What follows belongs to an exercise in optimizing a design on an open flow for small area; a production flow would make more cautious choices.
The RTL was checked by simulation tests, not by an equivalence proof against the original design.
No activity file was given, so power comes from the tool's default toggle rates.

$ cat flow/flow/run.sh
#!/bin/bash
# Layout flow: the standard ORFS flow (standard.sh) with three changes:
# - synthesis maps the logic with an area-oriented ABC script
#   (flow/abc_area_nf.script) instead of ORFS's delay-oriented one; the
#   registers are mapped before ABC runs, so they are the same as the
#   standard synthesis's;
# - the port buffers are the smallest buffer (buf_1);
# - clock tree synthesis uses clkbuf_8 buffers and no dummy loads.
set -euo pipefail
here=$(pwd)
{
  echo 'proc synth {args} { yosys synth -nofsm -noshare {*}$args }'
  echo "proc abc {args} { set i [lsearch \$args -script]; lset args [expr {\$i+1}] $here/flow/abc_area_nf.script; yosys abc {*}\$args }"
  tail -n +2 synth_recipe.tcl
} > synth_area.tcl
bash standard.sh \
  SYNTH_SCRIPT="$here/synth_area.tcl" \
  BUFFER_PORTS_ARGS="-buffer_cell sky130_fd_sc_hd__buf_1" \
  CTS_ARGS="-sink_clustering_enable -repair_clock_nets -dont_use_dummy_load -buf_list sky130_fd_sc_hd__clkbuf_8 -sink_clustering_size 16 -sink_clustering_max_diameter 60" \
  finish > make_finish.log 2>&1
$ cat flow/flow/abc_area_nf.script
&get -n
&st
&dch
&nf -R 1000
&put
$ cat flow/standard.sh
#!/bin/bash
# synth_recipe.tcl (not shown) runs the flow's synth.tcl, then flattens the netlist and writes it again
# the make line also repeats each setting of config.mk as NAME=value (left out here)
make -C /OpenROAD-flow-scripts/flow DESIGN_CONFIG=/design/flow/config.mk WORK_HOME=/design/flow/orfs CLKGATE_MAP_FILE= SYNTH_SCRIPT=/design/flow/synth_recipe.tcl "${@:-finish}"
$ cat flow/config.mk
export PLATFORM = sky130hd
export DESIGN_NAME = ow_master
export DESIGN_NICKNAME = ow_master
export VERILOG_FILES = /design/flow/design.v
export SDC_FILE = /design/flow/constraint.sdc
export NUM_CORES = 4
export LEC_CHECK = 0
export CAP_MARGIN = 20
export CORE_MARGIN = 2
export CORE_UTILIZATION = 40
export SLEW_MARGIN = 20
$ cat flow/constraint.sdc
create_clock -name core_clock -period 10.0 [get_ports {clk}]
set_input_delay 2.0000 -clock core_clock [delete_from_list [all_inputs] [get_ports {clk}]]
set_output_delay 2.0000 -clock core_clock [all_outputs]
set_load 0.01 [all_outputs]
$ cat flow/design.v
module ow_slot (
    input  wire [2:0] ph,
    input  wire       rs,         
    input  wire       wr,         
    input  wire       wbit,       
    input  wire [8:0] pad,        
    output wire [2:0] ev_kind,
    output reg  [8:0] ev_arg
);
    assign ev_kind = ph[0] ? 3'd4 : {1'b0, ph[2:1] + 2'd1};
    always @(*) begin
        case (ph[2:1])
            2'd0:    ev_arg = rs ? 9'd480 : (wr && !wbit) ? 9'd60 : 9'd6;
            2'd1:    ev_arg = rs ? 9'd5 : wr ? (wbit ? 9'd64 : 9'd10) : 9'd9;
            default: ev_arg = rs ? pad : 9'd55;
        endcase
    end
endmodule
module ow_master (
    input  wire        clk,
    input  wire        rst,
    input  wire        cmd_valid,
    output wire        cmd_ready,
    input  wire [31:0] cmd,
    output reg         done,
    output wire [7:0]  status,
    output reg  [7:0]  result,
    output wire        faulted,
    output wire [7:0]  fault_reason,
    output wire        ev_valid,
    input  wire        ev_ready,
    output wire [2:0]  ev_kind,
    output wire [1:0]  ev_pin,
    output wire [8:0]  ev_arg,
    input  wire        smp_level,
    output reg  [63:0] prev_rom,
    output reg  [6:0]  last_disc,
    output reg         last_dev,
    output reg  [2:0]  dev_count,
    input  wire [1:0]  dl_idx,
    output wire [63:0] dl_rom,
    output wire [1:0]  dl_pin,
    output reg  [63:0] rx_rom
);
    localparam [7:0] OW_INIT = 8'h20, OW_RESET = 8'h21, OW_READ_BIT = 8'h22,
                     OW_WRITE_BIT = 8'h23, OW_READ = 8'h24, OW_WRITE = 8'h25,
                     OW_CRC8 = 8'h28, OW_MATCH_DEVICE = 8'h2A, OW_READ_ROM = 8'h2B,
                     OW_SEARCH_PASS = 8'h2C, OW_SEARCH = 8'h2D,
                     OW_SEARCH_FAMILY = 8'h2E, OW_FREE = 8'h2F;
    localparam [7:0] READ_ROM = 8'h33, MATCH_ROM = 8'h55,
                     SEARCH_ROM = 8'hF0, ALARM_SEARCH = 8'hEC;
    localparam [3:0] ST_OK = 4'h0, ST_BAD_COMMAND = 4'h2, ST_BAD_CRC = 4'h6,
                     ST_PIN_FLAPPING = 4'h7, ST_NO_DEVICE = 4'h8,
                     ST_ROOT_NOT_EMPTY = 4'hA, ST_OUT_OF_MEMORY = 4'hB;
    localparam [3:0] UF_ILLEGAL_OPCODE = 4'h1, UF_RESERVED_FIELD = 4'h2,
                     UF_BAD_PIN = 4'h5, UF_OW_NOT_INIT = 4'h8,
                     UF_BAD_INDEX = 4'hB;
    localparam [2:0] S_IDLE = 3'd0,
                     S_CFG  = 3'd1,    
                     S_RST  = 3'd2,    
                     S_HDR  = 3'd3,    
                     S_BODY = 3'd4,    
                     S_END  = 3'd5,    
                     S_ROT  = 3'd6,    
                     S_CRC  = 3'd7;    
    function [7:0] crc_step;
        input [7:0] c;
        input       b;
        begin
            crc_step = {1'b0, c[7:1]} ^ ((c[0] ^ b) ? 8'h8C : 8'h00);
        end
    endfunction
    reg  [2:0]  st;
    reg  [2:0]  ph;           
    reg  [1:0]  sub;          
    reg  [8:0]  cnt;          
    reg  [3:0]  op;           
    reg  [1:0]  pin;
    reg  [7:0]  ob;           
    reg         alm;          
    reg  [7:0]  crc;
    reg  [6:0]  lz;           
    reg         nz;           
    reg         idb;          
    reg         conf;         
    reg  [55:0] bk;           
    reg  [5:0]  bph;          
    reg  [3:0]  stat;         
    reg  [3:0]  fr;
    reg  [3:0]  pin_mode;     
    reg  [63:0] dl_m  [0:3];
    reg  [1:0]  dl_pin_r;
    assign status       = {4'd0, stat};
    assign fault_reason = {4'd0, fr};
    assign faulted      = (fr != 4'd0);
    assign dl_rom       = dl_m[dl_idx];
    assign dl_pin       = dl_pin_r;
    assign cmd_ready    = (st == S_IDLE) && !faulted;
    wire [7:0] c_op = cmd[31:24];
    wire [7:0] c_a  = cmd[23:16];
    wire [7:0] c_b  = cmd[15:8];
    wire [7:0] c_c  = cmd[7:0];
    reg        c_legal;
    reg        c_reserved;
    reg        c_haspin;
    always @(*) begin
        c_legal    = 1'b1;
        c_reserved = 1'b0;
        c_haspin   = 1'b1;
        case (c_op)
            OW_INIT, OW_RESET, OW_READ_BIT, OW_READ, OW_READ_ROM:
                c_reserved = (cmd[15:0] != 16'd0);
            OW_WRITE_BIT:
                c_reserved = (cmd[15:9] != 7'd0) || (c_c != 8'd0);
            OW_WRITE, OW_SEARCH:
                c_reserved = (c_c != 8'd0);
            OW_CRC8: begin
                c_reserved = (c_c != 8'd0);
                c_haspin   = 1'b0;
            end
            OW_MATCH_DEVICE: begin
                c_reserved = (cmd[15:0] != 16'd0);
                c_haspin   = 1'b0;
            end
            OW_SEARCH_PASS:
                c_reserved = (c_c[7:1] != 7'd0);
            OW_SEARCH_FAMILY:
                c_reserved = 1'b0;
            OW_FREE: begin
                c_reserved = (cmd[23:0] != 24'd0);
                c_haspin   = 1'b0;
            end
            default: begin
                c_legal  = 1'b0;
                c_haspin = 1'b0;
            end
        endcase
    end
    wire c_badpin  = c_haspin && (c_a[7:2] != 6'd0);
    wire c_notinit = c_haspin && (c_op != OW_INIT) && !pin_mode[c_a[1:0]];
    wire c_badidx  = (c_a[7:2] != 6'd0) || ({1'b0, c_a[1:0]} >= dev_count);
    wire c_recinit = pin_mode[dl_pin_r];
    wire c_badcmd  = (c_b != SEARCH_ROM) && (c_b != ALARM_SEARCH);
    wire in_search = (op == OW_SEARCH_PASS[3:0]) || (op == OW_SEARCH[3:0]) ||
                     (op == OW_SEARCH_FAMILY[3:0]);
    wire in_list   = (op == OW_SEARCH[3:0]) || (op == OW_SEARCH_FAMILY[3:0]);
    wire is_match  = (op == OW_MATCH_DEVICE[3:0]);
    wire b_srch    = (st == S_BODY) && in_search;
    wire b_match   = (st == S_BODY) && is_match;
    wire [6:0] cnt_inc = cnt[6:0] + 7'd1;
    wire dconf = (cnt_inc < last_disc) ? prev_rom[0] : (cnt_inc == last_disc);
    wire dir   = conf ? dconf : idb;
    wire mbit  = dl_m[sub][0];
    reg hbit;
    always @(*) begin
        case (op)
            OW_READ_ROM[3:0]:     hbit = !cnt[1];
            OW_MATCH_DEVICE[3:0]: hbit = !cnt[0];
            OW_SEARCH_PASS[3:0], OW_SEARCH[3:0], OW_SEARCH_FAMILY[3:0]:
                hbit = alm ? (cnt[2] ? (cnt[1:0] != 2'd0) : cnt[1]) : cnt[2];
            default:              hbit = ob[0];
        endcase
    end
    wire rs    = (st == S_RST);
    wire wr    = (st == S_HDR) || b_match || (b_srch && sub[1]);
    wire wbit  = (st == S_HDR) ? hbit : is_match ? mbit : dir;
    assign ev_valid = (st == S_CFG) || (st == S_RST) || (st == S_HDR) ||
                      ((st == S_BODY) && !(in_search && sub == 2'd3));
    assign ev_pin   = pin;
    ow_slot u_slot (
        .ph      (ph),
        .rs      (rs),
        .wr      (wr),
        .wbit    (wbit),
        .pad     (cnt),
        .ev_kind (ev_kind),
        .ev_arg  (ev_arg)
    );
    wire fire     = ev_valid && ev_ready;
    wire slot_end = fire && ((ph == 3'd5) || (ph == 3'd3 && wr));
    wire ph_ok    = (cnt[5:3] == 3'd7) || (bph == cnt[5:0]);
    wire sh_pass  = b_srch && (sub == 2'd3) && ph_ok;
    wire end_fail = (st == S_END) && in_search && (!nz || (crc != 8'd0));
    wire rot      = (st == S_ROT);
    wire rot_sh   = rot && ph_ok && (cnt[6] || (cnt[5:3] != 3'd7));
    wire ring_en  = sh_pass || rot_sh;
    wire rcrc     = cnt[6] && (cnt[5:3] == 3'd7);
    wire ring_in  = !rot ? dir : rcrc ? crc[0] : bk[0];
    wire bk_wr    = ring_en && !cnt[6] && (cnt[5:3] != 3'd7);
    wire       crc_bit  = (st == S_CRC) ? ob[0] :
                          (op == OW_READ_ROM[3:0]) ? smp_level : ring_in;
    wire [7:0] crc_next = crc_step(crc, crc_bit);
    wire       keep   = (op == OW_SEARCH[3:0]) || (prev_rom[7:0] == ob);
    wire [2:0] kept_n = dev_count + {2'd0, keep};
    integer k;
    always @(posedge clk) begin
        bk <= {bk_wr ? prev_rom[0] : bk[0], bk[55:1]};
        for (k = 0; k < 4; k = k + 1) begin
            if ((sh_pass && in_list && dev_count[1:0] == k) ||
                (slot_end && b_match && sub == k))
                dl_m[k] <= {in_list ? dir : dl_m[k][0], dl_m[k][63:1]};
        end
        if (st == S_END && in_list && !end_fail && !stat[2] && keep)
            dl_pin_r <= pin;
    end
    always @(posedge clk) begin
        if (rst) begin
            st        <= S_IDLE;
            done      <= 1'b0;
            stat      <= ST_OK;
            result    <= 8'd0;
            fr        <= 4'd0;
            pin_mode  <= 4'd0;
            prev_rom  <= 64'd0;
            last_disc <= 7'd0;
            last_dev  <= 1'b0;
            dev_count <= 3'd0;
            rx_rom    <= 64'd0;
            bph       <= 6'd0;
        end else begin
            bph <= (bph == 6'd55) ? 6'd0 : bph + 6'd1;
            done <= 1'b0;
            if (ring_en)
                prev_rom <= {ring_in, prev_rom[63:1]};
            if (fire) begin
                case (ph)
                    3'd3: ph <= wr ? 3'd0 : 3'd4;
                    3'd4: ph <= (rs && smp_level && cnt != 9'd245) ? 3'd3 : 3'd5;
                    3'd5: ph <= 3'd0;
                    default: ph <= ph + 3'd1;
                endcase
            end
            if (fire && ph == 3'd4) begin
                if (rs)
                    cnt <= cnt - 9'd5;
                if (b_srch && sub[0])
                    conf <= (idb == smp_level);
                else
                    idb <= smp_level;
                case (op)
                    OW_RESET[3:0], OW_READ_BIT[3:0]:
                        result <= {7'd0, smp_level ^ !op[1]};
                    OW_READ[3:0]:     result <= {smp_level, result[7:1]};
                    OW_READ_ROM[3:0]: begin
                        rx_rom <= {smp_level, rx_rom[63:1]};
                        crc    <= crc_next;
                    end
                    default: ;
                endcase
            end
            case (st)
            S_IDLE: begin
                if (cmd_valid && !faulted) begin
                    op  <= c_op[3:0];
                    pin <= c_a[1:0];
                    ob  <= c_b;
                    sub <= c_a[1:0];
                    cnt <= 9'd480;
                    ph  <= 3'd0;
                    if (!c_legal) begin
                        fr      <= UF_ILLEGAL_OPCODE;
                    end else if (c_reserved) begin
                        fr      <= UF_RESERVED_FIELD;
                    end else if (c_badpin) begin
                        fr      <= UF_BAD_PIN;
                    end else if (c_notinit) begin
                        fr      <= UF_OW_NOT_INIT;
                    end else begin
                        case (c_op)
                            OW_INIT: begin
                                ph <= 3'd6;
                                st <= S_CFG;
                            end
                            OW_RESET: st <= S_RST;
                            OW_READ_BIT, OW_READ: st <= S_BODY;
                            OW_WRITE_BIT, OW_WRITE: st <= S_HDR;
                            OW_CRC8: begin
                                crc <= c_a;
                                st  <= S_CRC;
                            end
                            OW_MATCH_DEVICE: begin
                                if (c_badidx) begin
                                    fr      <= UF_BAD_INDEX;
                                            end else if (!c_recinit) begin
                                    fr      <= UF_OW_NOT_INIT;
                                            end else begin
                                    pin <= dl_pin_r;
                                    st  <= S_HDR;
                                end
                            end
                            OW_READ_ROM: st <= S_HDR;
                            OW_SEARCH_PASS, OW_SEARCH, OW_SEARCH_FAMILY: begin
                                if (c_badcmd) begin
                                    stat <= ST_BAD_COMMAND;
                                    done <= 1'b1;
                                end else if (c_op != OW_SEARCH_PASS && dev_count != 3'd0) begin
                                    stat <= ST_ROOT_NOT_EMPTY;
                                    done <= 1'b1;
                                end else begin
                                    if (c_op != OW_SEARCH_PASS || c_c[0]) begin
                                        prev_rom  <= 64'd0;
                                        last_disc <= 7'd0;
                                        last_dev  <= 1'b0;
                                    end
                                    ob   <= c_c;
                                    alm  <= (c_b == ALARM_SEARCH);
                                    stat <= 4'd0;
                                    st   <= S_RST;
                                end
                            end
                            OW_FREE: begin
                                dev_count <= 3'd0;
                                stat      <= ST_OK;
                                done      <= 1'b1;
                            end
                            default: ;
                        endcase
                    end
                end
            end
            S_CFG: begin
                if (fire) begin
                    pin_mode[pin] <= 1'b1;
                    stat          <= ST_OK;
                    done          <= 1'b1;
                    st            <= S_IDLE;
                end
            end
            S_RST: begin
                if (slot_end) begin
                    cnt <= 9'd0;
                    if (op == OW_RESET[3:0]) begin
                        stat <= ST_OK;
                        done <= 1'b1;
                        st   <= S_IDLE;
                    end else if (idb) begin
                        if (in_list)
                            dev_count <= 3'd0;
                        stat <= ST_NO_DEVICE;
                        done <= 1'b1;
                        st   <= S_IDLE;
                    end else begin
                        st <= S_HDR;
                    end
                end
            end
            S_HDR: begin
                if (slot_end) begin
                    ob  <= {ob[0], ob[7:1]};
                    cnt <= cnt + 9'd1;
                    if (op == OW_WRITE_BIT[3:0] || cnt[2:0] == 3'd7) begin
                        if (op == OW_WRITE_BIT[3:0] || op == OW_WRITE[3:0]) begin
                            stat <= ST_OK;
                            done <= 1'b1;
                            st   <= S_IDLE;
                        end else begin
                            cnt <= 9'd0;
                            if (in_search)
                                sub <= 2'd0;
                            crc <= 8'd0;
                            nz  <= 1'b0;
                            lz  <= 7'd0;
                            st  <= S_BODY;
                        end
                    end
                end
            end
            S_BODY: begin
                if (sh_pass) begin
                    crc <= crc_next;
                    if (dir)
                        nz <= 1'b1;
                    if (conf && !dir)
                        lz <= cnt_inc;
                    cnt <= {2'd0, cnt_inc};
                    sub <= 2'd0;
                    if (cnt[5:0] == 6'd63)
                        st <= S_END;
                end
                if (slot_end) begin
                    if (in_search) begin
                        case (sub)
                            2'd0: sub <= 2'd1;
                            2'd1: begin
                                if (conf && idb) begin
                                    if (in_list)
                                        dev_count <= 3'd0;
                                    stat <= ST_NO_DEVICE;
                                    st   <= S_ROT;
                                end else begin
                                    sub <= 2'd2;
                                end
                            end
                            default: sub <= 2'd3;
                        endcase
                    end else begin
                        cnt <= cnt + 9'd1;
                        if (op == OW_READ_BIT[3:0] ||
                            (op == OW_READ[3:0] && cnt[2:0] == 3'd7) ||
                            (is_match && cnt[5:0] == 6'd63)) begin
                            stat <= ST_OK;
                            done <= 1'b1;
                            st   <= S_IDLE;
                        end
                        if (op == OW_READ_ROM[3:0] && cnt[5:0] == 6'd63)
                            st <= S_END;
                    end
                end
            end
            S_END: begin
                if (!in_search) begin
                    stat <= (crc != 8'd0) ? ST_BAD_CRC : ST_OK;
                    done <= 1'b1;
                    st   <= S_IDLE;
                end else if (end_fail) begin
                    if (in_list)
                        dev_count <= 3'd0;
                    stat <= !nz ? ST_PIN_FLAPPING : ST_BAD_CRC;
                    crc  <= 8'd0;
                    st   <= S_ROT;
                end else begin
                    last_disc <= lz;
                    last_dev  <= (lz == 7'd0);
                    if (!in_list) begin
                        stat <= ST_OK;
                        done <= 1'b1;
                        st   <= S_IDLE;
                    end else if (stat[2]) begin
                        dev_count <= 3'd0;
                        stat      <= ST_OUT_OF_MEMORY;
                        done      <= 1'b1;
                        st        <= S_IDLE;
                    end else begin
                        stat      <= stat + 4'd1;
                        dev_count <= kept_n;
                        if (lz != 7'd0) begin
                            cnt <= 9'd480;
                            st  <= S_RST;
                        end else begin
                            done <= 1'b1;
                            st   <= S_IDLE;
                            if (kept_n == 3'd0) begin
                                stat <= ST_NO_DEVICE;
                            end else begin
                                stat   <= ST_OK;
                                result <= {5'd0, kept_n};
                            end
                        end
                    end
                end
            end
            S_ROT: begin
                if (!cnt[6]) begin
                    crc <= 8'd0;
                    if (cnt[5:3] == 3'd7 || (ph_ok && cnt[5:0] == 6'd55))
                        cnt <= 9'd64;
                    else if (ph_ok)
                        cnt <= cnt + 9'd1;
                end else if (ph_ok) begin
                    crc <= crc_next;
                    cnt <= cnt + 9'd1;
                    if (cnt[5:0] == 6'd63) begin
                        done <= 1'b1;
                        st   <= S_IDLE;
                    end
                end
            end
            S_CRC: begin
                crc <= crc_next;
                ob  <= {ob[0], ob[7:1]};
                cnt <= cnt + 9'd1;
                if (cnt[2:0] == 3'd7) begin
                    result <= crc_next;
                    stat   <= ST_OK;
                    done   <= 1'b1;
                    st     <= S_IDLE;
                end
            end
            default: st <= S_IDLE;
            endcase
        end
    end
endmodule
==> results of run 1 <==
kinds of logic after synthesis:
kind of cell / synth area share
fa+ha+maj: 0.0143
mux: 0.0399
compound gates: 0.125
buf+inv: 0.00932
simple gates: 0.146
xor+xnor: 0.0138
other cells: 0.000179
flops: 0.652
area by class of cell:
class / count / area, µm² / area share
tap: 680 / 851 / 0.0358
inverter: 34 / 128 / 0.00537
sequential: 530 / 13700 / 0.575
timing repair buffer: 302 / 1230 / 0.0517
multi-input combinational: 1256 / 7230 / 0.304
clock buffer: 47 / 647 / 0.0272
through the flow:
stage	setup slack (ps)	utilization	hold WS, ps	instance area, µm²	cells
3_3_place_gp	3930	0.448	311	23100	2802
5_1_grt	2490	0.461	291	23700	2849
4_1_cts	2910	0.461	286	23700	2849
2_1_floorplan	1480	-	310	21000	1829
3_5_place_dp	3690	0.448	312	23100	2802
6_report	2910	0.461	292	23700	2849
synthesized netlist by cell type, drive strengths merged (3+ instances only):
master	count	area [µm²]
and4	4	35.0
a22o	6	52.6
o221ai	4	35.0
mux2i	78	781
or3	4	25.0
nand2	250	938
nand2b	12	75.1
nor3b	3	22.5
nand3	31	155
ha	24	300
and3	9	56.3
a21oi	72	360
or4	4	30.0
a221oi	3	26.3
o31ai	12	90.1
a211oi	19	143
xnor2	19	166
nand4b	3	26.3
o21a	3	22.5
nor3	40	200
edfxtp	305	9160
and2	9	56.3
a32oi	3	26.3
a311oi	3	26.3
dfxtp	225	4500
nor4	11	68.8
a21o	6	45.0
nand4	14	87.6
buf	9	67.6
a31oi	19	119
a22oi	13	97.6
nor2b	9	56.3
a222oi	64	641
o21ai	128	641
xor2	14	123
nor2	309	1160
o211ai	11	82.6
clkinv	34	128
o22ai	7	43.8
layer usage:
| layer | vias to the layer above | global-route usage |
|---|---|---|
| met5 | - | 0 |
| met4 | 0 | 0.0836 |
| met3 | 117 | 0.0335 |
| met2 | 689 | 0.353 |
| met1 | 7814 | 0.289 |
| li1 | 7467 | - |
state kept, by name (all words and copies together), names as in the netlist, 3 cells and up:
signal,flops
pin_mode,4
fr,4
bk,56
rx_rom,64
crc,8
lz,7
st,3
stat,4
result,8
prev_rom,64
ob,8
dev_count,3
ph,3
dl_m,256
bph,6
last_disc,7
cnt,9
op,4
power by group:
| part | leakage [µW] | internal (µW) | switching [µW] |
|---|---|---|---|
| registers | 0.00434 | 2300 | 22.2 |
| logic | 0.00329 | 74.0 | 162 |
| clock network | 0.000338 | 419 | 683 |
worst paths after layout:
check / start / endpoint / slack [ps] / cells after the start
setup / recovery: cnt[0]$_DFFE_PN_ / ev_arg[3] / 2910 / 17
hold / removal: bk[7]$_DFF_P_ / bk[6]$_DFF_P_ / 290 / 0
setup reg to reg: cnt[0]$_DFFE_PN_ / crc[3]$_DFFE_PN_ / 4550 / 20
hold reg to reg: bk[7]$_DFF_P_ / bk[6]$_DFF_P_ / 290 / 0
==> impl_metrics.env, run 1 <==
export IMPL_grt_pass1_wl_um=91600
export IMPL_fin_skew_ps=63.1
export IMPL_holdCritPathClass="reg -> reg"
export IMPL_power_uw=3660
export IMPL_final_cell_mix="nor2_1 (307), edfxtp_1 (305), buf_1 (276)"
export IMPL_antenna_found_initial=0
export IMPL_final_common_cell="nor2_1"
export IMPL_pwr_density_cell_nw_per_um2=154
export IMPL_cp_slowest_cell="nor2_1"
export IMPL_grt_ovfl_total=0
export IMPL_slew_viol_final=0
export IMPL_synth_seq_cells=530
export IMPL_initial_utilization=0.407
export IMPL_finalSetupViolCount=0
export IMPL_critical_path_max_fanout=9
export IMPL_grt_pass1_vias=15538
export IMPL_hold_viol=0
export IMPL_top_layer="met4"
export IMPL_synth_warnings=3
export IMPL_antenna_left=0
export IMPL_synth_edf_count=305
export IMPL_cts_buffers=47
export IMPL_cts_htree_levels=2
export IMPL_diodes=0
export IMPL_syn2layout_area_growth_pct=13.3
export IMPL_drt_iter0_drc=1616
export IMPL_critPathKind="reg -> out"
export IMPL_p_leak_uw=0.00797
export IMPL_postCtsSetupBuffers=0
export IMPL_routabilityCongestion=0.949
export IMPL_cap_viol_max_count=0
export IMPL_portBuffers=277
export IMPL_clk_pin_slew_ps=110
export IMPL_wl_met2_um=28200
export IMPL_routedWlPerCell_um=20.9
export IMPL_path_buf_inv=2
export IMPL_wl_met3_um=4010
export IMPL_grt_start_max_net_pins=70
export IMPL_dpl_hpwl_um=40500
export IMPL_nFillCells=4877
export IMPL_cp_slowest_stage_delay_ps=600
export IMPL_finalCritPeriodShare=0.709
export IMPL_die_x_um=233
export IMPL_cp_arrival_ps=5090
export IMPL_netlist_area_um2=21000
export IMPL_num_rows=83
export IMPL_netlist_instances=1822
export IMPL_outcome="timing/DRC/antenna clean"
export IMPL_core_area_um2=51500
export IMPL_final_setup_tns_ps=0
export IMPL_crit_chain="ha_1 -> nand3_1 -> nor2_1 -> xnor2_1 -> clkinv_1 -> ha_1 -> a21oi_1 -> o221ai_1 -> a21boi_0 -> o21ai_0 -> o21a_1 -> mux2i_1 -> o21ai_0 -> nand2b_1 -> a32oi_1 -> nand2_1 -> buf_1"
export IMPL_start_kind="flip-flop"
export IMPL_cts_tree="yes"
export IMPL_syn_avg_cell_area_um2=11.5
export IMPL_die_area_um2=54200
export IMPL_viasPerCell=5.65
export IMPL_maxClockFrequency_mhz=141
export IMPL_drive_gt1_frac=0.0406
export IMPL_drc_errors=0
export IMPL_synth_async_sr_flop_share=0
export IMPL_wl_met1_um=25300
export IMPL_critPathRequiredTime_ps=8000
export IMPL_path_delay_family="compound AO/OA/AOI/OAI gates"
export IMPL_grt_usage=0.216
export IMPL_cts_resized=0
export IMPL_ys_seq_area_frac=0.652
export IMPL_clock_sinks=530
export IMPL_drt_total_wl_um=59600
export IMPL_endpoint_kind="output port"
export IMPL_worst_slew_pin_transition_ps=1040
export IMPL_pin_count=286
export IMPL_ctsHoldBuffers=0
export IMPL_clock_path_buffers=3
export IMPL_vdd_ir_drop_max_mv=0.116
export IMPL_period_needed_ps=7090
export IMPL_vias=16087
export IMPL_relSlewSlack=0.309
export IMPL_die_h_um=233
export IMPL_clockRootBuffer="clkbuf_8"
export IMPL_yosys_most_used_dff="edfxtp_1"
export IMPL_rsz0062_at_grt="false"
export IMPL_clock_latency_ps=660
export IMPL_yosysUniqueCellTypes=60
export IMPL_drtPass1Iterations=9
export IMPL_nNetsFinal=2234
==> run 2: changes to the inputs <==
--- a/flow/flow/run.sh
+++ b/flow/flow/run.sh
@@ -18,3 +18,3 @@
   BUFFER_PORTS_ARGS="-buffer_cell sky130_fd_sc_hd__buf_1" \
-  CTS_ARGS="-sink_clustering_enable -repair_clock_nets -dont_use_dummy_load -buf_list sky130_fd_sc_hd__clkbuf_8 -sink_clustering_size 16 -sink_clustering_max_diameter 60" \
+  CTS_ARGS="-sink_clustering_enable -repair_clock_nets -dont_use_dummy_load -buf_list sky130_fd_sc_hd__clkbuf_8 -sink_clustering_size 16 -sink_clustering_max_diameter 100" \
   finish > make_finish.log 2>&1
==> impl_metrics.env, run 2 <==
export IMPL_placed_cell_area_um2=23100
export IMPL_finalCritPeriodShare=0.703
export IMPL_ys_seq_area_frac=0.652
export IMPL_num_rows=83
export IMPL_holdCritPathClass="reg -> reg"
export IMPL_cts_tree="yes"
export IMPL_comb_power_share=0.066
export IMPL_drive_gt1_frac=0.0370
export IMPL_clock_sinks=530
export IMPL_cp_slowest_cell="nor2_1"
export IMPL_cp_arrival_ps=5030
export IMPL_portBuffers=277
export IMPL_largest_registers="dl_m (256), prev_rom (64), rx_rom (64)"
export IMPL_ctsHoldBuffers=0
export IMPL_nNetsFinal=2226
export IMPL_synth_async_sr_flop_share=0
export IMPL_antenna_left=0
export IMPL_clk_pin_slew_ps=100
export IMPL_clock_path_buffers=3
export IMPL_dpl_hpwl_um=40500
export IMPL_largest_register="dl_m"
export IMPL_critPathKind="reg -> out"
export IMPL_final_common_cell="nor2_1"
export IMPL_die_x_um=233
export IMPL_drc_errors=0
export IMPL_hold_ws_ps=298
export IMPL_p_switching_uw=855
export IMPL_seqPwrFrac=0.648
export IMPL_cts_resized=0
export IMPL_cts_htree_levels=2
export IMPL_intPower_uw=2720
export IMPL_diodes=0
export IMPL_synth_edf_count=305
export IMPL_final_cell_mix="nor2_1 (307), edfxtp_1 (305), buf_1 (276)"
export IMPL_rr_endpoint="crc[3]$_DFFE_PN_"
export IMPL_vdd_ir_drop_max_mv=0.114
export IMPL_viasPerCell=5.64
export IMPL_antenna_found_initial=0
export IMPL_yosysMostFrequentCell="nor2_1"
export IMPL_grt_start_max_net_pins=70
export IMPL_synth_warnings=3
export IMPL_postCtsSetupBuffers=0
export IMPL_hold_path_depth=0
export IMPL_syn2layout_area_growth_pct=12.8
export IMPL_vias=16019
export IMPL_synth_largest_area_cell="edfxtp_1"
export IMPL_netSwitchingFraction=0.239
export IMPL_syn_avg_cell_area_um2=11.5
export IMPL_initial_utilization=0.407
export IMPL_finalSetupViolCount=0
export IMPL_cts_buffers=39
export IMPL_critPathRequiredTime_ps=8000
export IMPL_fin_skew_ps=78.0
export IMPL_maxClockFrequency_mhz=142
export IMPL_hold_viol=0
export IMPL_critical_path_max_fanout=9
export IMPL_netlist_instances=1822
export IMPL_start_kind="flip-flop"
export IMPL_clock_latency_ps=660
export IMPL_rsz0062_at_grt="false"
export IMPL_setup_ws_ps=2970
export IMPL_routedWlPerCell_um=21.1
export IMPL_r2r_start="cnt[0]$_DFFE_PN_"
export IMPL_largest_reg_flops=256
export IMPL_p_leak_uw=0.00791
export IMPL_period_needed_ps=7030
export IMPL_slew_viol_final=0
export IMPL_netlist_area_um2=21000
export IMPL_pin_count=286
export IMPL_rr_worst_depth=20
export IMPL_clockRootBuffer="clkbuf_8"
export IMPL_drt_iter0_drc=1532
export IMPL_grt_pass1_wl_um=91600
export IMPL_pwr_density_cell_nw_per_um2=151
export IMPL_routabilityCongestion=0.949
export IMPL_final_setup_tns_ps=0
export IMPL_synth_seq_cells=530
export IMPL_endpoint_kind="output port"
export IMPL_power_uw=3580
export IMPL_nFillCells=4884
export IMPL_outcome="timing/DRC/antenna clean"
export IMPL_cp_slowest_stage_delay_ps=590
export IMPL_hold_start="bk[48]$_DFF_P_"
export IMPL_grt_usage=0.216
export IMPL_crit_chain="ha_1 -> nand3_1 -> nor2_1 -> xnor2_1 -> clkinv_1 -> ha_1 -> a21oi_1 -> o221ai_1 -> a21boi_0 -> o21ai_0 -> o21a_1 -> mux2i_1 -> o21ai_0 -> nand2b_1 -> a32oi_1 -> nand2_1 -> buf_1"
export IMPL_grt_ovfl_total=0
export IMPL_post_place_ws_ps=3690
export IMPL_rrSetupSlack_ps=4620
export IMPL_worst_slew_pin_transition_ps=1020
export IMPL_final_area_um2=23600
export IMPL_synth_top_area_frac=0.437
export IMPL_pwr_share_clk=0.286
export IMPL_core_area_um2=51500
export IMPL_yosysUniqueCellTypes=60
export IMPL_cap_viol_max_count=0
export IMPL_worst_hold_path_endpoint="bk[47]$_DFF_P_"
export IMPL_grt_pass1_vias=15487
export IMPL_yosys_most_used_dff="edfxtp_1"
export IMPL_synthTopCellsByArea="edfxtp_1 (44%), dfxtp_1 (21%), nor2_1 (5.5%)"
export IMPL_synthTopCellsByCount="nor2_1 (309), edfxtp_1 (305), nand2_1 (250)"
export IMPL_die_h_um=233
export IMPL_die_area_um2=54200
export IMPL_drt_total_wl_um=59800
export IMPL_relSlewSlack=0.317
export IMPL_drtPass1Iterations=6
-- run 2: cell counts after synthesis --
No cell type changed its count.
-- run 2: how the worst max path moves through the flow --
stage / startpoint / end / slack, ps / depth (start not counted)
CTS: cnt[0]$_DFFE_PN_ / ev_arg[3] / 2960 / 17
global route: cnt[0]$_DFFE_PN_ / ev_arg[3] / 2530 / 17
detailed placement: cnt[0]$_DFFE_PN_ / ev_arg[3] / 3690 / 17
global placement: cnt[1]$_DFFE_PN_ / ev_arg[3] / 3930 / 17
floorplan: ev_ready / dl_m[2][0]$_DFFE_PP_ / 1480 / 4
finish: cnt[0]$_DFFE_PN_ / ev_arg[3] / 2970 / 17
-- run 2: metal layers --
layer / routed length, µm / global-route usage
met4: 1890 / 0.0782
met5: 0 / 0
met1: 25700 / 0.291
met2: 28600 / 0.356
met3: 3660 / 0.0298
-- run 2: power groups by stage --
stage	combinational, µW	sequential (µW)	clock [µW]
after global routing	259	2320	1140
after floorplan	142	2360	0
final	235	2320	1020
after global placement	233	2370	0
after CTS	236	2320	1070
after detailed placement	234	2370	0
-- run 2: metrics by stage --
step,instances,utilization
detailed placement,2802,0.448
finish,2841,0.459
global route,2841,0.459
global placement,2802,0.448
floorplan,1829,-
CTS,2841,0.459
-- run 2: final cells by class --
class,count,area (µm²),share of cell area
well taps,680,851,0.0360
clock buffers,39,537,0.0227
multi-input cells,1256,7230,0.306
inverters,34,128,0.00540
repair buffers,302,1230,0.0520
flip-flops and latches,530,13700,0.578
-- run 2: kinds of logic after synthesis --
group | after synthesis | share of synthesized area
compound gates | 391 | 0.125
xor+xnor | 33 | 0.0138
fa+ha+maj | 24 | 0.0143
buf+inv | 43 | 0.00932
flops | 530 | 0.652
mux | 81 | 0.0399
other cells | 1 | 0.000179
simple gates | 719 | 0.146
-- run 2: worst max-delay path, delay by kind of cell (launching register included) --
family / cells / cell delay, ps
flops: 1 / 560
buf+inv: 2 / 280
fa+ha+maj: 2 / 590
xor+xnor: 1 / 260
simple gates: 4 / 970
mux: 1 / 90
compound gates: 7 / 1670
==> run 3: changes to the inputs <==
--- a/flow/config.mk
+++ b/flow/config.mk
@@ -7,5 +7,5 @@
 export LEC_CHECK = 0
-export CAP_MARGIN = 20
+export CAP_MARGIN = 0
 export CORE_MARGIN = 2
 export CORE_UTILIZATION = 40
-export SLEW_MARGIN = 20
+export SLEW_MARGIN = 0
==> impl_metrics.env, run 3 <==
export IMPL_top_layer="met4"
export IMPL_setup_ws_ps=2970
export IMPL_portBuffers=277
export IMPL_synth_largest_area_cell="edfxtp_1"
export IMPL_core_area_um2=51500
export IMPL_final_cell_mix="nor2_1 (307), edfxtp_1 (305), buf_1 (276)"
export IMPL_synth_seq_cells=530
export IMPL_post_place_ws_ps=3690
export IMPL_pin_count=286
export IMPL_diodes=0
export IMPL_wl_met2_um=28600
export IMPL_comb_power_share=0.066
export IMPL_synthTopCellsByCount="nor2_1 (309), edfxtp_1 (305), nand2_1 (250)"
export IMPL_drt_total_wl_um=59800
export IMPL_rrSetupSlack_ps=4620
export IMPL_final_cells=2841
export IMPL_grt_pass1_wl_um=91600
export IMPL_drtPass1Iterations=6
export IMPL_cap_viol_max_count=0
export IMPL_yosys_most_used_dff="edfxtp_1"
export IMPL_start_kind="flip-flop"
export IMPL_antenna_left=0
export IMPL_rr_worst_depth=20
export IMPL_clockRootBuffer="clkbuf_8"
export IMPL_nFillCells=4884
export IMPL_largest_reg_flops=256
export IMPL_cts_resized=0
export IMPL_antenna_found_initial=0
export IMPL_cp_startpoint="cnt[0]$_DFFE_PN_"
export IMPL_holdCritPathClass="reg -> reg"
export IMPL_maxClockFrequency_mhz=142
export IMPL_vias=16019
export IMPL_clk_pin_slew_ps=100
export IMPL_netlist_instances=1822
export IMPL_grt_start_max_net_pins=70
export IMPL_cp_arrival_ps=5030
export IMPL_p_switching_uw=855
export IMPL_clock_latency_ps=660
export IMPL_final_common_cell="nor2_1"
export IMPL_routedWlPerCell_um=21.1
export IMPL_synth_warnings=3
export IMPL_cts_htree_levels=2
export IMPL_die_x_um=233
export IMPL_power_uw=3580
export IMPL_grt_pass1_vias=15487
export IMPL_drt_iter0_drc=1532
export IMPL_wl_met3_um=3660
export IMPL_relSlewSlack=0.317
export IMPL_grt_ovfl_total=0
export IMPL_synthTopCellsByArea="edfxtp_1 (44%), dfxtp_1 (21%), nor2_1 (5.5%)"
export IMPL_intPower_uw=2720
export IMPL_largest_registers="dl_m (256), prev_rom (64), rx_rom (64)"
export IMPL_cts_buffers=39
export IMPL_pwr_density_cell_nw_per_um2=151
export IMPL_p_leak_uw=0.00791
export IMPL_worst_slew_pin_transition_ps=1020
export IMPL_die_h_um=233
export IMPL_period_needed_ps=7030
export IMPL_finalCritPeriodShare=0.703
export IMPL_dp_cells=2802
export IMPL_vdd_ir_drop_max_mv=0.114
export IMPL_hold_viol=0
export IMPL_viasPerCell=5.64
export IMPL_hold_ws_ps=298
export IMPL_critPathRequiredTime_ps=8000
export IMPL_r2r_start="cnt[0]$_DFFE_PN_"
export IMPL_fin_skew_ps=78.0
export IMPL_critPathKind="reg -> out"
export IMPL_netlist_area_um2=21000
export IMPL_yosysUniqueCellTypes=60
export IMPL_syn_avg_cell_area_um2=11.5
export IMPL_clock_sinks=530
export IMPL_initial_utilization=0.407
export IMPL_synth_edf_count=305
export IMPL_seqPwrFrac=0.648
export IMPL_cp_endpoint="ev_arg[3]"
export IMPL_critical_path_max_fanout=9
export IMPL_yosysMostFrequentCell="nor2_1"
export IMPL_netSwitchingFraction=0.239
export IMPL_rr_endpoint="crc[3]$_DFFE_PN_"
export IMPL_drive_gt1_frac=0.0370
export IMPL_outcome="timing/DRC/antenna clean"
export IMPL_postCtsSetupBuffers=0
export IMPL_dpl_hpwl_um=40500
export IMPL_rsz0062_at_grt="false"
export IMPL_cts_tree="yes"
export IMPL_nNetsFinal=2226
export IMPL_syn2layout_area_growth_pct=12.8
export IMPL_synth_top_area_frac=0.437
export IMPL_grt_usage=0.216
export IMPL_endpoint_kind="output port"
export IMPL_synth_async_sr_flop_share=0
export IMPL_slew_viol_final=0
export IMPL_wl_met1_um=25700
export IMPL_final_setup_tns_ps=0
export IMPL_drc_errors=0
export IMPL_die_area_um2=54200
export IMPL_num_rows=83
export IMPL_largest_register="dl_m"
export IMPL_routabilityCongestion=0.949
export IMPL_ctsHoldBuffers=0
export IMPL_pwr_share_clk=0.286
export IMPL_finalSetupViolCount=0
export IMPL_ys_seq_area_frac=0.652
export IMPL_hold_start="bk[48]$_DFF_P_"
export IMPL_clock_path_buffers=3
run 3: cell counts in the layout (fill, tap and decap cells not counted):
Identical to the previous run, type by type.
run 3: per-stage QoR:
stage                      util  area, µm²
after global placement    0.448      23100
after detailed placement  0.448      23100
after floorplan               -      21000
after CTS                 0.459      23600
after global routing      0.459      23600
final                     0.459      23600
run 3: worst min-delay path by stage:
stage | endpoint | slack [ps] | depth (start not counted)
2_1_floorplan | bk[0]$_DFF_P_ | 310 | 0
3_3_place_gp | bk[37]$_DFF_P_ | 310 | 0
3_5_place_dp | bk[0]$_DFF_P_ | 310 | 0
4_1_cts | bk[49]$_DFF_P_ | 300 | 0
5_1_grt | bk[49]$_DFF_P_ | 310 | 0
6_report | bk[47]$_DFF_P_ | 300 | 0
run 3: metal layers:
layer / vias up / track usage
met2: 618 / 0.356
li1: 7457 / -
met5: - / 0
met4: 0 / 0.0782
met3: 102 / 0.0298
met1: 7842 / 0.291
run 3: cell families (layout without fill, tap and decap cells):
| family | count (synthesis) | in the layout | synth area share |
|---|---|---|---|
| and+or+nand+nor | 719 | 719 | 0.146 |
| DFF | 530 | 530 | 0.652 |
| AOI/OAI and AO/OA | 391 | 391 | 0.125 |
| muxes | 81 | 81 | 0.0399 |
| buffers and inverters | 43 | 375 | 0.00932 |
| xor gates and xnor gates | 33 | 33 | 0.0138 |
| adders and majority gates | 24 | 24 | 0.0143 |
| other | 1 | 8 | 0.000179 |
run 3: cell type report:
class | count | area [µm²] | share of cell area
flip-flops and latches | 530 | 13700 | 0.578
multi-input cells | 1256 | 7230 | 0.306
repair buffers | 302 | 1230 | 0.0520
well taps | 680 | 851 | 0.0360
clock buffers | 39 | 537 | 0.0227
inverters | 34 | 128 | 0.00540
run 3: power by group through the flow:
stage | sequential, µW | combinational [µW] | clock, µW
after floorplan | 2360 | 142 | 0
after global placement | 2370 | 233 | 0
after detailed placement | 2370 | 234 | 0
after CTS | 2320 | 236 | 1070
after global routing | 2320 | 259 | 1140
final | 2320 | 235 | 1020
run 3: critical path, stage by stage, from the launching register on:
cell	delay [ps]
edfxtp_1	560
ha_1	270
nand3_1	130
nor2_1	590
xnor2_1	260
clkinv_1	130
ha_1	320
a21oi_1	170
o221ai_1	140
a21boi_0	140
o21ai_0	230
o21a_1	230
mux2i_1	90
o21ai_0	490
nand2b_1	150
a32oi_1	270
nand2_1	100
buf_1	150
==> run 4: changes to the inputs <==
--- a/flow/flow/run.sh
+++ b/flow/flow/run.sh
@@ -7,3 +7,4 @@
 # - the port buffers are the smallest buffer (buf_1);
-# - clock tree synthesis uses clkbuf_8 buffers and no dummy loads.
+# - clock tree synthesis uses clkbuf_8 buffers in clusters of up to 16
+#   sinks (100 um across) and no dummy loads.
 set -euo pipefail
--- a/flow/config.mk
+++ b/flow/config.mk
@@ -7,5 +7,7 @@
 export LEC_CHECK = 0
-export CAP_MARGIN = 0
+export CAP_MARGIN = 20
 export CORE_MARGIN = 2
 export CORE_UTILIZATION = 40
-export SLEW_MARGIN = 0
+export GPL_ROUTABILITY_DRIVEN = 0
+export GPL_TIMING_DRIVEN = 0
+export SLEW_MARGIN = 20
==> impl_metrics.env, run 4 <==
export IMPL_grt_start_max_net_pins=91
export IMPL_p_switching_uw=839
export IMPL_maxClockFrequency_mhz=134
export IMPL_drt_iter0_drc=1665
export IMPL_clockRootBuffer="clkbuf_8"
export IMPL_die_area_um2=54200
export IMPL_relSlewSlack=0.247
export IMPL_nFillCells=4854
export IMPL_postCtsSetupBuffers=0
export IMPL_finalCritPeriodShare=0.747
export IMPL_p_leak_uw=0.00814
export IMPL_synth_largest_area_cell="edfxtp_1"
export IMPL_drive_gt1_frac=0.0477
export IMPL_cp_arrival_ps=5470
export IMPL_critPathKind="reg -> out"
export IMPL_synth_async_sr_flop_share=0
export IMPL_largest_register="dl_m"
export IMPL_intPower_uw=2730
export IMPL_viasPerCell=5.62
export IMPL_cp_slowest_cell="nor2_1"
export IMPL_ys_seq_area_frac=0.652
export IMPL_holdCritPathClass="reg -> reg"
export IMPL_syn2layout_area_growth_pct=15.6
export IMPL_netSwitchingFraction=0.235
export IMPL_power_uw=3570
export IMPL_endpoint_kind="output port"
export IMPL_routedWlPerCell_um=19.9
export IMPL_final_cell_mix="nor2_1 (305), edfxtp_1 (305), buf_1 (276)"
export IMPL_cts_tree="yes"
export IMPL_drc_errors=0
export IMPL_pin_count=286
export IMPL_largest_registers="dl_m (256), prev_rom (64), rx_rom (64)"
export IMPL_finalSetupViolCount=0
export IMPL_period_needed_ps=7470
export IMPL_dpl_hpwl_um=40600
export IMPL_largest_reg_flops=256
export IMPL_seqPwrFrac=0.649
export IMPL_clock_sinks=530
export IMPL_cap_viol_max_count=0
export IMPL_cts_buffers=39
export IMPL_netlist_area_um2=21000
export IMPL_fin_skew_ps=66.4
export IMPL_grt_ovfl_total=0
export IMPL_cts_htree_levels=2
export IMPL_die_h_um=233
export IMPL_synth_warnings=3
export IMPL_cpMostUsedCell="nor2_1"
export IMPL_start_kind="flip-flop"
export IMPL_core_area_um2=51500
export IMPL_diodes=0
export IMPL_synthTopCellsByArea="edfxtp_1 (44%), dfxtp_1 (21%), nor2_1 (5.5%)"
export IMPL_crit_chain="ha_1 -> nand3_1 -> nor2_1 -> xnor2_1 -> clkinv_1 -> ha_1 -> nand4_1 -> o221ai_1 -> nor2_1 -> o21ai_0 -> o21a_1 -> mux2i_1 -> o21ai_0 -> nor2_1 -> nor2_1 -> a22oi_1 -> nand2_1 -> buf_1"
export IMPL_netlist_instances=1822
export IMPL_grt_usage=0.206
export IMPL_outcome="timing/DRC/antenna clean"
export IMPL_yosys_most_used_dff="edfxtp_1"
export IMPL_worst_slew_pin_transition_ps=1130
export IMPL_cp_slowest_stage_delay_ps=680
export IMPL_synth_top_area_frac=0.437
export IMPL_multi_input_area_um2=7260
export IMPL_slew_viol_final=0
export IMPL_die_x_um=233
export IMPL_grt_pass1_vias=15285
export IMPL_vias=16069
export IMPL_yosysUniqueCellTypes=60
export IMPL_pwr_density_cell_nw_per_um2=147
export IMPL_comb_power_share=0.069
export IMPL_nNetsFinal=2244
export IMPL_drt_total_wl_um=56800
export IMPL_portBuffers=277
export IMPL_hold_viol=0
export IMPL_clock_latency_ps=630
export IMPL_cts_resized=0
export IMPL_yosysMostFrequentCell="nor2_1"
export IMPL_drtPass1Iterations=9
export IMPL_num_rows=83
export IMPL_ctsHoldBuffers=0
export IMPL_clk_pin_slew_ps=110
export IMPL_initial_utilization=0.407
export IMPL_post_place_ws_ps=3290
export IMPL_vdd_ir_drop_max_mv=0.0945
export IMPL_antenna_found_initial=0
export IMPL_critPathRequiredTime_ps=8000
export IMPL_synth_seq_cells=530
export IMPL_syn_avg_cell_area_um2=11.5
export IMPL_synth_edf_count=305
export IMPL_clock_path_buffers=3
export IMPL_synthTopCellsByCount="nor2_1 (309), edfxtp_1 (305), nand2_1 (250)"
export IMPL_rsz0062_at_grt="false"
export IMPL_critical_path_max_fanout=9
export IMPL_grt_pass1_wl_um=87900
export IMPL_pwr_share_clk=0.282
export IMPL_setup_ws_ps=2530
export IMPL_final_seq_area_um2=13700
export IMPL_antenna_left=0
## run 4: changes by cell type in the layout (fill, tap and decap cells not counted), sizes merged
| cell | previous run | this run |
|---|---|---|
| buf | 301 | 320 |
| clkbuf | 40 | 39 |
| clkinv | 33 | 34 |
| inv | 1 | 0 |
## run 4: metrics by stage
step	TNS, ps	hold slack [ps]	instance area (µm²)	cells	util
after global placement	-780800	314	22900	2786	0.444
after CTS	0	314	24200	2858	0.470
after global routing	0	321	24200	2859	0.470
final	0	298	24200	2859	0.470
after detailed placement	0	312	23700	2819	0.460
after floorplan	0	310	21000	1829	-
## run 4: worst paths after layout
| check | endpoint | cells after the start | slack [ps] | start |
|---|---|---|---|---|
| max | ev_arg[1] | 18 | 2530 | cnt[0]$_DFFE_PN_ |
| max reg2reg | crc[3]$_DFFE_PN_ | 20 | 4260 | cnt[0]$_DFFE_PN_ |
| min reg2reg | bk[22]$_DFF_P_ | 0 | 300 | bk[23]$_DFF_P_ |
| min | bk[22]$_DFF_P_ | 0 | 300 | bk[23]$_DFF_P_ |
## run 4: kinds of logic (layout without fill, tap and decap cells)
kind of cell	after synthesis	after routing	synth area share
flops	530	530	0.652
simple gates	719	719	0.146
compound gates	391	391	0.125
fa+ha+maj	24	24	0.0143
buf+inv	43	393	0.00932
other cells	1	8	0.000179
mux	81	81	0.0399
xor+xnor	33	33	0.0138
## run 4: power by group through the flow
stage	registers (µW)	logic [µW]	clock network, µW
6_report	2320	246	1010
5_1_grt	2320	271	1130
4_1_cts	2320	247	1060
3_5_place_dp	2370	245	0
3_3_place_gp	2370	230	0
2_1_floorplan	2360	142	0
## run 4: worst max-delay path, delay by kind of cell, from the launching register on
| kind | cells | cell delay (ps) |
|---|---|---|
| simple gates | 7 | 1400 |
| compound gates | 5 | 1350 |
| flops | 1 | 650 |
| fa+ha+maj | 2 | 640 |
| buf+inv | 2 | 350 |
| xor+xnor | 1 | 320 |
| mux | 1 | 140 |
## run 4: layout make-up
cell class,count,share of cell area
inverters,34,0.00548
well taps,680,0.0351
flip-flops and latches,530,0.564
plain buffers,9,0.00279
multi-input cells,1256,0.300
repair buffers,311,0.0705
clock buffers,39,0.0222
## run 4: layer usage
layer  up-vias  global-route usage  wire (µm)
met5         -                   0          0
met4         0              0.0697       1790
met3       126              0.0415       4560
met2       739               0.337      26900
met1      7692               0.274      23700
li1       7512                   -          -
==> run 5: changes to the inputs <==
--- a/flow/config.mk
+++ b/flow/config.mk
@@ -10,3 +10,2 @@
 export CORE_UTILIZATION = 40
-export GPL_ROUTABILITY_DRIVEN = 0
 export GPL_TIMING_DRIVEN = 0
==> impl_metrics.env, run 5 <==
export IMPL_worst_slew_pin_transition_ps=1110
export IMPL_intPower_uw=2730
export IMPL_largest_reg_flops=256
export IMPL_die_area_um2=54200
export IMPL_cp_arrival_ps=5670
export IMPL_vias=16064
export IMPL_drt_iter0_drc=1485
export IMPL_cp_slowest_cell="nor2_1"
export IMPL_die_x_um=233
export IMPL_fin_skew_ps=94.0
export IMPL_synthTopCellsByCount="nor2_1 (309), edfxtp_1 (305), nand2_1 (250)"
export IMPL_yosysUniqueCellTypes=60
export IMPL_netlist_instances=1822
export IMPL_holdCritPathClass="reg -> reg"
export IMPL_largest_registers="dl_m (256), prev_rom (64), rx_rom (64)"
export IMPL_p_leak_uw=0.00813
export IMPL_netSwitchingFraction=0.238
export IMPL_final_area_um2=24200
export IMPL_cts_htree_levels=2
export IMPL_period_needed_ps=7670
export IMPL_cp_slowest_stage_delay_ps=730
export IMPL_pwr_share_clk=0.284
export IMPL_drtPass1Iterations=8
export IMPL_ctsHoldBuffers=0
export IMPL_synth_largest_area_cell="edfxtp_1"
export IMPL_relSlewSlack=0.260
export IMPL_antenna_found_initial=0
export IMPL_die_h_um=233
export IMPL_cap_viol_max_count=0
export IMPL_r2r_start="cnt[0]$_DFFE_PN_"
export IMPL_outcome="timing/DRC/antenna clean"
export IMPL_viasPerCell=5.62
export IMPL_syn2layout_area_growth_pct=15.4
export IMPL_diodes=0
export IMPL_pwr_density_cell_nw_per_um2=148
export IMPL_power_uw=3590
export IMPL_grt_usage=0.215
export IMPL_largest_register="dl_m"
export IMPL_cts_resized=0
export IMPL_hold_path_depth=0
export IMPL_clock_sinks=530
export IMPL_grt_start_max_net_pins=91
export IMPL_rsz0062_at_grt="false"
export IMPL_crit_chain="ha_1 -> nand3_1 -> nor2_1 -> xnor2_1 -> clkinv_1 -> ha_1 -> nand4_1 -> o221ai_1 -> a21boi_0 -> o21ai_0 -> o21a_1 -> mux2i_1 -> o21ai_0 -> nand2b_1 -> a32oi_1 -> nand2_1 -> buf_1"
export IMPL_nNetsFinal=2245
export IMPL_clockRootBuffer="clkbuf_8"
export IMPL_synth_edf_count=305
export IMPL_pin_count=286
export IMPL_num_rows=83
export IMPL_slew_viol_final=0
export IMPL_finalCritPeriodShare=0.767
export IMPL_postCtsSetupBuffers=0
export IMPL_critical_path_max_fanout=9
export IMPL_hold_viol=0
export IMPL_synth_top_area_frac=0.437
export IMPL_dpl_hpwl_um=42200
export IMPL_placed_cell_area_um2=23600
export IMPL_portBuffers=277
export IMPL_grt_pass1_vias=15298
export IMPL_ys_seq_area_frac=0.652
export IMPL_yosysMostFrequentCell="nor2_1"
export IMPL_synth_warnings=3
export IMPL_drive_gt1_frac=0.0482
export IMPL_critPathRequiredTime_ps=8000
export IMPL_clock_path_buffers=3
export IMPL_cp_startpoint="cnt[0]$_DFFE_PN_"
export IMPL_start_kind="flip-flop"
export IMPL_final_cells=2860
export IMPL_antenna_left=0
export IMPL_p_switching_uw=853
export IMPL_maxClockFrequency_mhz=130
export IMPL_finalSetupViolCount=0
export IMPL_synth_async_sr_flop_share=0
export IMPL_initial_utilization=0.407
export IMPL_core_area_um2=51500
export IMPL_comb_power_share=0.069
export IMPL_routabilityCongestion=0.926
export IMPL_synth_seq_cells=530
export IMPL_critPathKind="reg -> out"
export IMPL_clock_latency_ps=650
export IMPL_hold_start="bk[24]$_DFF_P_"
export IMPL_routedWlPerCell_um=20.7
export IMPL_drt_total_wl_um=59100
export IMPL_drc_errors=0
export IMPL_cts_tree="yes"
export IMPL_netlist_area_um2=21000
export IMPL_final_cell_mix="nor2_1 (305), edfxtp_1 (305), buf_1 (276)"
export IMPL_rr_worst_depth=20
export IMPL_synthTopCellsByArea="edfxtp_1 (44%), dfxtp_1 (21%), nor2_1 (5.5%)"
export IMPL_syn_avg_cell_area_um2=11.5
export IMPL_vdd_ir_drop_max_mv=0.119
export IMPL_clk_pin_slew_ps=100
export IMPL_endpoint_kind="output port"
export IMPL_grt_pass1_wl_um=90900
export IMPL_cts_buffers=39
export IMPL_grt_ovfl_total=0
export IMPL_dp_cells=2821
export IMPL_yosys_most_used_dff="edfxtp_1"
export IMPL_seqPwrFrac=0.647
## run 5: changes by cell type in the layout (fill, tap and decap cells not counted)
cell,delta
buf_16,-3
buf_6,+2
buf_12,+1
buf_2,+1
## run 5: path summary, 6_finish.rpt
kind	to	slack, ps
worst min register to register	bk[23]$_DFF_P_	290
worst max register to register	crc[3]$_DFFE_PN_	4180
worst min-delay path	bk[23]$_DFF_P_	290
worst max-delay path	ev_arg[3]	2330
## run 5: worst max-delay path: cells and delay by family, from the launching register on
family | cells | cell delay [ps]
AOI/OAI and AO/OA | 6 | 1740
xor gates and xnor gates | 1 | 310
adders and majority gates | 2 | 620
buffers and inverters | 2 | 330
DFF | 1 | 630
muxes | 1 | 130
and+or+nand+nor | 5 | 1290
## run 5: area by class of cell
class / instances / area [µm²]
Inverter: 34 / 133
Buffer: 9 / 67.6
Tap cell: 680 / 851
Fill cell: 4849 / 27300
Clock buffer: 39 / 537
Sequential cell: 530 / 13700
Multi-Input combinational cell: 1256 / 7260
Timing Repair Buffer: 312 / 1670
## run 5: per-layer routing
metal	routed length (µm)	track usage	share of wire
met1	25600	0.294	0.43
met2	28100	0.350	0.48
met3	3750	0.0322	0.063
met4	1660	0.0693	0.028
met5	0	0	0
## run 5: cells by family (layout without fill, tap and decap cells)
kind of cell	after synthesis	in the layout	synth area share
compound gates	391	391	0.125
simple gates	719	719	0.146
flops	530	530	0.652
buf+inv	43	394	0.00932
xor+xnor	33	33	0.0138
mux	81	81	0.0399
fa+ha+maj	24	24	0.0143
other cells	1	8	0.000179
## run 5: power groups by stage
stage	Combinational, µW	Clock [µW]	Sequential [µW]
2_1_floorplan	142	0	2360
3_3_place_gp	232	0	2370
3_5_place_dp	247	0	2370
4_1_cts	249	1060	2320
5_1_grt	273	1130	2320
6_report	247	1020	2320
## run 5: metrics by stage
| step | setup slack [ps] | util | hold WS, ps | TNS, ps |
|---|---|---|---|---|
| 2_1_floorplan | 1480 | - | 310 | 0 |
| 3_3_place_gp | -3200 | 0.444 | 313 | -814150 |
| 3_5_place_dp | 3090 | 0.459 | 312 | 0 |
| 4_1_cts | 2350 | 0.469 | 297 | 0 |
| 5_1_grt | 2020 | 0.470 | 291 | 0 |
| 6_report | 2330 | 0.470 | 287 | 0 |
==> run 6: changes to the inputs <==
--- a/flow/config.mk
+++ b/flow/config.mk
@@ -10,3 +10,2 @@
 export CORE_UTILIZATION = 40
-export GPL_TIMING_DRIVEN = 0
 export SLEW_MARGIN = 20
==> impl_metrics.env, run 6 <==
export IMPL_antenna_left=0
export IMPL_endpoint_kind="output port"
export IMPL_clock_path_buffers=3
export IMPL_grt_usage=0.216
export IMPL_outcome="timing/DRC/antenna clean"
export IMPL_netlist_area_um2=21000
export IMPL_yosysMostFrequentCell="nor2_1"
export IMPL_grt_ovfl_total=0
export IMPL_largest_register="dl_m"
export IMPL_cts_buffers=39
export IMPL_diodes=0
export IMPL_synth_seq_cells=530
export IMPL_nNetsFinal=2226
export IMPL_critPathKind="reg -> out"
export IMPL_die_area_um2=54200
export IMPL_portBuffers=277
export IMPL_routabilityCongestion=0.949
export IMPL_cp_arrival_ps=5030
export IMPL_synth_warnings=3
export IMPL_netlist_instances=1822
export IMPL_vdd_ir_drop_max_mv=0.114
export IMPL_cts_htree_levels=2
export IMPL_largest_registers="dl_m (256), prev_rom (64), rx_rom (64)"
export IMPL_dpl_hpwl_um=40500
export IMPL_ctsHoldBuffers=0
export IMPL_grtUsageMet3=0.0298
export IMPL_synth_top_area_frac=0.437
export IMPL_final_common_cell="nor2_1"
export IMPL_grt_pass1_wl_um=91600
export IMPL_grt_start_max_net_pins=70
export IMPL_drc_errors=0
export IMPL_cap_viol_max_count=0
export IMPL_final_cell_mix="nor2_1 (307), edfxtp_1 (305), buf_1 (276)"
export IMPL_largest_reg_flops=256
export IMPL_grt_pass1_vias=15487
export IMPL_critical_path_max_fanout=9
export IMPL_ys_seq_area_frac=0.652
export IMPL_slew_viol_final=0
export IMPL_period_needed_ps=7030
export IMPL_vias=16019
export IMPL_rsz0062_at_grt="false"
export IMPL_hold_ws_ps=298
export IMPL_finalSetupViolCount=0
export IMPL_yosys_most_used_dff="edfxtp_1"
export IMPL_synth_async_sr_flop_share=0
export IMPL_fin_skew_ps=78.0
export IMPL_relSlewSlack=0.317
export IMPL_maxClockFrequency_mhz=142
export IMPL_finish_utilization=0.459
export IMPL_postCtsSetupBuffers=0
export IMPL_drive_gt1_frac=0.0370
export IMPL_pin_count=286
export IMPL_final_setup_tns_ps=0
export IMPL_routedWlPerCell_um=21.1
export IMPL_holdCritPathClass="reg -> reg"
export IMPL_worst_slew_pin_transition_ps=1020
export IMPL_power_uw=3580
export IMPL_synth_largest_area_cell="edfxtp_1"
export IMPL_busiest_layer="met2"
export IMPL_die_x_um=233
export IMPL_core_area_um2=51500
export IMPL_initial_utilization=0.407
export IMPL_start_kind="flip-flop"
export IMPL_pwr_density_cell_nw_per_um2=151
export IMPL_synthTopCellsByArea="edfxtp_1 (44%), dfxtp_1 (21%), nor2_1 (5.5%)"
export IMPL_cts_resized=0
export IMPL_syn_avg_cell_area_um2=11.5
export IMPL_hold_viol=0
export IMPL_cts_tree="yes"
export IMPL_synthTopCellsByCount="nor2_1 (309), edfxtp_1 (305), nand2_1 (250)"
export IMPL_clock_latency_ps=660
export IMPL_p_leak_uw=0.00791
export IMPL_finalCritPeriodShare=0.703
export IMPL_synth_edf_count=305
export IMPL_drt_iter0_drc=1532
export IMPL_yosysUniqueCellTypes=60
export IMPL_clock_sinks=530
export IMPL_syn2layout_area_growth_pct=12.8
export IMPL_grt_use_met1=0.291
export IMPL_drt_total_wl_um=59800
export IMPL_drtPass1Iterations=6
export IMPL_viasPerCell=5.64
export IMPL_clockRootBuffer="clkbuf_8"
export IMPL_critPathRequiredTime_ps=8000
export IMPL_grtUsageMet2=0.356
export IMPL_clk_pin_slew_ps=100
export IMPL_antenna_found_initial=0
export IMPL_num_rows=83
export IMPL_die_h_um=233
[run 6: cells by family (layout without fill, tap and decap cells)]
kind of cell,after synthesis,in the layout,synth area share
compound gates,391,391,0.125
xor+xnor,33,33,0.0138
fa+ha+maj,24,24,0.0143
buf+inv,43,375,0.00932
flops,530,530,0.652
mux,81,81,0.0399
other cells,1,8,0.000179
simple gates,719,719,0.146
[run 6: power by group]
group	total (µW)	switching (µW)	leakage, µW	internal [µW]
clock network	1020	671	0.000280	352
registers	2320	22.3	0.00434	2300
logic	235	162	0.00329	73.9
[run 6: final timing paths]
| kind | start | end | slack [ps] | cells past startpoint |
|---|---|---|---|---|
| worst max register to register | cnt[0]$_DFFE_PN_ | crc[3]$_DFFE_PN_ | 4620 | 20 |
| worst max-delay path | cnt[0]$_DFFE_PN_ | ev_arg[3] | 2970 | 17 |
| worst min register to register | bk[48]$_DFF_P_ | bk[47]$_DFF_P_ | 300 | 0 |
| worst min-delay path | bk[48]$_DFF_P_ | bk[47]$_DFF_P_ | 300 | 0 |
[run 6: layer usage]
layer	up-vias	share of wire
met5	-	0
met3	102	0.061
li1	7457	-
met1	7842	0.43
met2	618	0.48
met4	0	0.032
[run 6: critical path, stage by stage (launching register included)]
cell      delay [ps]
edfxtp_1         560
ha_1             270
nand3_1          130
nor2_1           590
xnor2_1          260
clkinv_1         130
ha_1             320
a21oi_1          170
o221ai_1         140
a21boi_0         140
o21ai_0          230
o21a_1           230
mux2i_1           90
o21ai_0          490
nand2b_1         150
a32oi_1          270
nand2_1          100
buf_1            150
[run 6: layout make-up]
type | instances | area, µm²
Clock buffer | 39 | 537
Fill cell | 4884 | 27900
Inverter | 34 | 128
Multi-Input combinational cell | 1256 | 7230
Sequential cell | 530 | 13700
Tap cell | 680 | 851
Timing Repair Buffer | 302 | 1230
[run 6: through the flow]
stage / cell area (µm²) / std cells / worst slack [ps]
floorplan: 21000 / 1829 / 1480
global placement: 23100 / 2802 / 3930
detailed placement: 23100 / 2802 / 3690
CTS: 23600 / 2841 / 2960
global route: 23600 / 2841 / 2530
finish: 23600 / 2841 / 2970

-- separate check: timing with driven ports --
How much do the figures lean on ideal ports? The routed layouts below were timed once more, with nothing changed but the port constraints. Step 1, drivers: a clkbuf_16 drives clk and a buf_2 each remaining input, both assumed. Step 2 adds t to the input delays and takes it off the output delays; t is the mean of the earliest and latest rising clock arrival at the registers after step 1. Input paths then give back, and output paths get back, about the clock's delay inside the block. a / b / c = ideal ports / drivers / drivers and shift; a / b = the first two.
run	t, ns	setup slack, ns	worst register clock-pin slew, ns	pins driven straight from the clock port
run 1	0.678	2.908 / 2.856 / 3.534	0.11 / 0.11	1
run 2	0.679	2.965 / 2.906 / 3.585	0.11 / 0.11	1
run 3	0.679	2.965 / 2.906 / 3.585	0.11 / 0.11	1
run 4	0.657	2.530 / 2.478 / 3.135	0.11 / 0.11	1
run 5	0.660	2.325 / 2.272 / 2.932	0.11 / 0.11	1
run 6	0.679	2.965 / 2.906 / 3.585	0.11 / 0.11	1
After both steps setup and hold are still met in every run listed.
